What follows belongs to an exercise in optimizing a design on an open flow for small area, a short achievable clock period and few clock cycles; a production flow would make more cautious choices.
RTL that was checked went through simulation tests only; none was proved equivalent to the original.
Power figures rest on the tool's default switching activity, not on a simulated workload.

## run A
Design awx_draw, start of the top module:
module awx_draw (
    input  wire        clk,
    input  wire        rst,
    input  wire        cmd_valid,
    output wire        cmd_ready,
    input  wire [63:0] cmd_desc,
    input  wire [1:0]  cfg_orient,
    input  wire [2:0]  flag_clr,
    output wire        tx_valid,
    input  wire        tx_ready,
    output wire        tx_cmd,
    output wire [15:0] tx_data,
    input  wire        tx_idle,
    output reg  [13:0] win_remain,
    output reg  [2:0]  flags         
);
For scale: roughly 180 flip-flops, roughly 14,000 um^2 of cells after synthesis.
export LEC_CHECK = 0
export CAP_MARGIN = 20
export CORE_MARGIN = 2
export CORE_UTILIZATION = 40
export PLACE_DENSITY = 0.6
export SLEW_MARGIN = 20
create_clock -name core_clock -period 12.0 [get_ports {clk}]
standard.sh (not shown) runs the stock make flow with config.mk's settings and CLKGATE_MAP_FILE= SYNTH_SCRIPT=/design/flow/synth_recipe.tcl, a recipe that flattens the netlist after the stock synthesis.
==> flow/flow/run.sh <==
#!/bin/bash
set -euo pipefail
bash standard.sh finish SETUP_SLACK_MARGIN=8.25 \
    "BUFFER_PORTS_ARGS=-buffer_cell sky130_fd_sc_hd__buf_4" > make_flow.log 2>&1
Run A: done, clean on timing, DRC and antenna
Testbench counts of run A, summed over its fixed seeds: cycles 348,010.
Relative to run A, the following input files were edited for run B:
==> flow/flow/run.sh <==
#!/bin/bash
set -euo pipefail
bash standard.sh finish SETUP_SLACK_MARGIN=8 \
    "BUFFER_PORTS_ARGS=-buffer_cell sky130_fd_sc_hd__buf_4" > make_flow.log 2>&1
Findings:
Run B vs run A: final area down by a few percent. Higher slack of the critical path was reported by run A, not run B. Between run A and run B, combinational share of power is lower for run B, run A comes in above that. Looking only at worst setup slack before clock tree synthesis, and setting everything else aside, the lower value of run A and run B goes to run A. Against run A, run B comes in 210 um lower on wire length the detailed router placed on met1.
Input-level comparison between run C and run B:
==> flow/flow/run.sh <==
#!/bin/bash
set -euo pipefail
bash standard.sh finish SETUP_SLACK_MARGIN=8.5 CORE_UTILIZATION=55 PLACE_DENSITY=0.7 \
    "BUFFER_PORTS_ARGS=-buffer_cell sky130_fd_sc_hd__buf_1" > make_flow.log 2>&1
--- outcome ---
Summary — worst max-slew margin expressed relative to the limit, run C relative to run B: higher, by 15 points.
Compared with run B, number of logic inverters in the finished layout in run C increased by a few percent.
Run B → run C: share of power burned in combinational logic up 5.5 points; worst supply voltage drop on vdd up about 130%.
Run B ended up with win_remain[12]$_SDFFE_PP0P_ as its destination of the critical timing path; run C ended up with tx_data[11].
Taking run B as 1.0, run C lands at 1.5 on DRC violation total after the first TritonRoute iteration.
In run C relative to run B, internal power had gone up by more than 10%.
Final critical-path setup slack | run C above run B

---

Setup of fjord:
awx_draw, a different RTL version from the one above (not shown whole).
For scale: ~1,400 cells after synthesis, about 110 I/O pins, ~13,000 um^2 of cells after synthesis.
==> flow/config.mk <==
export PLATFORM = sky130hd
export DESIGN_NAME = awx_draw
export DESIGN_NICKNAME = awx_draw
export VERILOG_FILES = /design/flow/design.v
export SDC_FILE = /design/flow/constraint.sdc
export NUM_CORES = 4
export LEC_CHECK = 0
export CAP_MARGIN = 20
export CORE_MARGIN = 2
export CORE_UTILIZATION = 40
export PLACE_DENSITY = 0.6
export SLEW_MARGIN = 20
==> flow/constraint.sdc <==
create_clock -name core_clock -period 12.0 [get_ports {clk}]
set_input_delay 2.4000 -clock core_clock [delete_from_list [all_inputs] [get_ports {clk}]]
set_output_delay 2.4000 -clock core_clock [all_outputs]
set_load 0.01 [all_outputs]
==> flow/flow/run.sh <==
#!/bin/bash
set -euo pipefail
bash standard.sh finish SETUP_SLACK_MARGIN=7.5 \
    "BUFFER_PORTS_ARGS=-buffer_cell sky130_fd_sc_hd__buf_4" > make_flow.log 2>&1
Testbench counts of fjord, summed over its fixed seeds: cycles 348,170.
Edits applied to the flow inputs when going from fjord to delta:
==> flow/flow/run.sh <==
#!/bin/bash
set -euo pipefail
bash standard.sh finish SETUP_SLACK_MARGIN=8 CORE_UTILIZATION=55 PLACE_DENSITY=0.7 \
    "BUFFER_PORTS_ARGS=-buffer_cell sky130_fd_sc_hd__buf_4" > make_flow.log 2>&1
### Flow results
- Combinational share of power up 1.7 points in delta wrt fjord
- Compared with fjord, in delta area occupied by multi-input gates up about 3%, total power draw higher, detailed-route vias per instance up about 5%.
- The post-CTS setup buffer count in delta sits 26 above the value recorded for fjord.
- delta reports its highest-delay cell along the critical path as sky130_fd_sc_hd__dfxtp_4 while fjord reports sky130_fd_sc_hd__o21ai_2.
- STATUS design area: delta loses against fjord
Here is what was changed in the inputs of ember compared with delta.
==> flow/flow/run.sh <==
#!/bin/bash
set -euo pipefail
bash standard.sh finish SETUP_SLACK_MARGIN=8 CORE_UTILIZATION=33 \
    "BUFFER_PORTS_ARGS=-buffer_cell sky130_fd_sc_hd__buf_4" > make_flow.log 2>&1
Any difference in area taken by flip-flops and latches between delta and ember is small enough to ignore. Looking only at worst-case setup margin in the final layout, and setting everything else aside, the higher value of delta and ember goes to ember. Compared with delta, standard cell area after detailed placement in ember increased slightly. From ember to delta, adder and majority cell fraction of the synthesized area did not move at all. Comparing delta and ember, the lower total power was measured on delta.
> inputs changed (ember -> yarrow)
==> flow/flow/run.sh <==
#!/bin/bash
set -euo pipefail
bash standard.sh finish SETUP_SLACK_MARGIN=8 \
    "BUFFER_PORTS_ARGS=-buffer_cell sky130_fd_sc_hd__buf_4" > make_flow.log 2>&1
==> comparison <==
yarrow finished every stage and its layout cleared the timing, design-rule and antenna checks.
Between ember and yarrow, the flow reports wire length the detailed router placed on met1 decreasing slightly.
Pin slew with the least headroom to its limit in yarrow is 81 ps lower than in ember
Per the comparison of yarrow with ember, end-of-flow core utilization grew by 7.8 points; area of placed instances shrank by 1.2%; non-clock buffer count shrank by 18.
yarrow reports a lower power of the clock network than ember does.
Looking only at routed length on met2, and setting everything else aside, the lower value of yarrow and ember goes to yarrow.
Lower starting utilization of the core area was reported by ember, not yarrow.
Looking only at sequential share of layout area, and setting everything else aside, the lower value of yarrow and ember goes to ember.
Between ember and yarrow, total routing resource utilization after global routing increased.
On yarrow: final worst setup slack is 16 ps lower than what ember gave.
--- input diff yarrow..pepper ---
==> flow/flow/run.sh <==
#!/bin/bash
set -euo pipefail
bash standard.sh finish SETUP_SLACK_MARGIN=8.1 \
    "BUFFER_PORTS_ARGS=-buffer_cell sky130_fd_sc_hd__buf_4" > make_flow.log 2>&1
==> comparison <==
pepper finished all stages; the layout is clean. From yarrow to pepper the numbers moved as follows: first-pass GRT wire length fell by 1.1 mm, total power fell by 0.000025 W, sequential power stayed essentially flat, met2 wire length fell by about 2%. As of pepper, placed wire-length estimate had fallen slightly compared to yarrow. When pepper is measured against yarrow, its switching fraction of total power turns out 0.23 points higher. Taking yarrow as the reference, in pepper setup slack moved up, hold slack higher, clock-cell share of area saw a decrease, total routing usage reported by global routing went down. Between pepper and yarrow, the sequential fraction of total cell area does not differ in any meaningful way.

---

## v6
awx_draw, a different RTL version from the one above (not shown whole).
Size in the first run: ~180 flip-flops, about 110 I/O pins, about 0.014 mm^2 of cells after synthesis.
Settings: LEC_CHECK=0, CAP_MARGIN=20, CORE_MARGIN=2, CORE_UTILIZATION=40, PLACE_DENSITY=0.6, SLEW_MARGIN=20; clock period 12.0 ns.
==> flow/flow/run.sh <==
#!/bin/bash
set -euo pipefail
bash standard.sh finish SETUP_SLACK_MARGIN=8 \
    "BUFFER_PORTS_ARGS=-buffer_cell sky130_fd_sc_hd__buf_1" > make_flow.log 2>&1
v6 | stages: all done | timing, DRC, antenna: all pass
> inputs changed (v6 -> v7)
==> flow/flow/run.sh <==
#!/bin/bash
set -euo pipefail
bash standard.sh finish SETUP_SLACK_MARGIN=8 \
    "BUFFER_PORTS_ARGS=-buffer_cell sky130_fd_sc_hd__buf_4" > make_flow.log 2>&1
[summary]
- v7: headroom to the max-slew limit lower than v6
- Re synthesized cell count: no difference whatsoever between v7 and v6.
- v7 vs v6: non-clock buffer count down by more than 10%
- Met1 track utilization from global routing: v7 > v6
Function was not checked in any run of this note: the RTL went through the layout flow alone.

-- re-timing with driven ports --
Ports are ideal in the flow. The routed layouts listed here were re-timed in OpenROAD. Step 1: set_driving_cell puts a clkbuf_16 on clk and a buf_2 on each other input, an assumption about the parent block. Step 2, shift: input delay + t, output delay - t, t = (earliest + latest rising clock arrival at the registers) / 2. This alone moves slack from input paths to output paths. a / b / c = ideal ports / drivers / drivers and shift; a / b = the first two.
run	t (ns)	slack for setup (ns)	worst setup path after step 2	worst data-port slew with drivers (ns)
run A	0.514	8.296 / 8.242 / 7.863	input to register	0.04
run B	0.499	8.189 / 8.202 / 7.703	input to register	0.05
run C	0.497	8.365 / 8.313 / 7.870	input to register	0.07
fjord	0.506	7.735 / 7.747 / 7.241	input to register	0.06
delta	0.495	8.004 / 8.004 / 7.625	input to register	0.06
ember	0.508	8.031 / 8.031 / 7.713	input to register	0.06
yarrow	0.488	8.015 / 8.015 / 7.656	input to register	0.06
pepper	0.502	8.056 / 8.056 / 7.766	input to register	0.06
v6	0.506	8.015 / 8.015 / 7.567	input to register	0.06
v7	0.507	8.080 / 8.080 / 7.637	input to register	0.07
After both steps every run listed still meets setup and hold. The setup slack of run C, which loses most, moves by -0.052 ns with the drivers and by -0.495 ns with both steps.
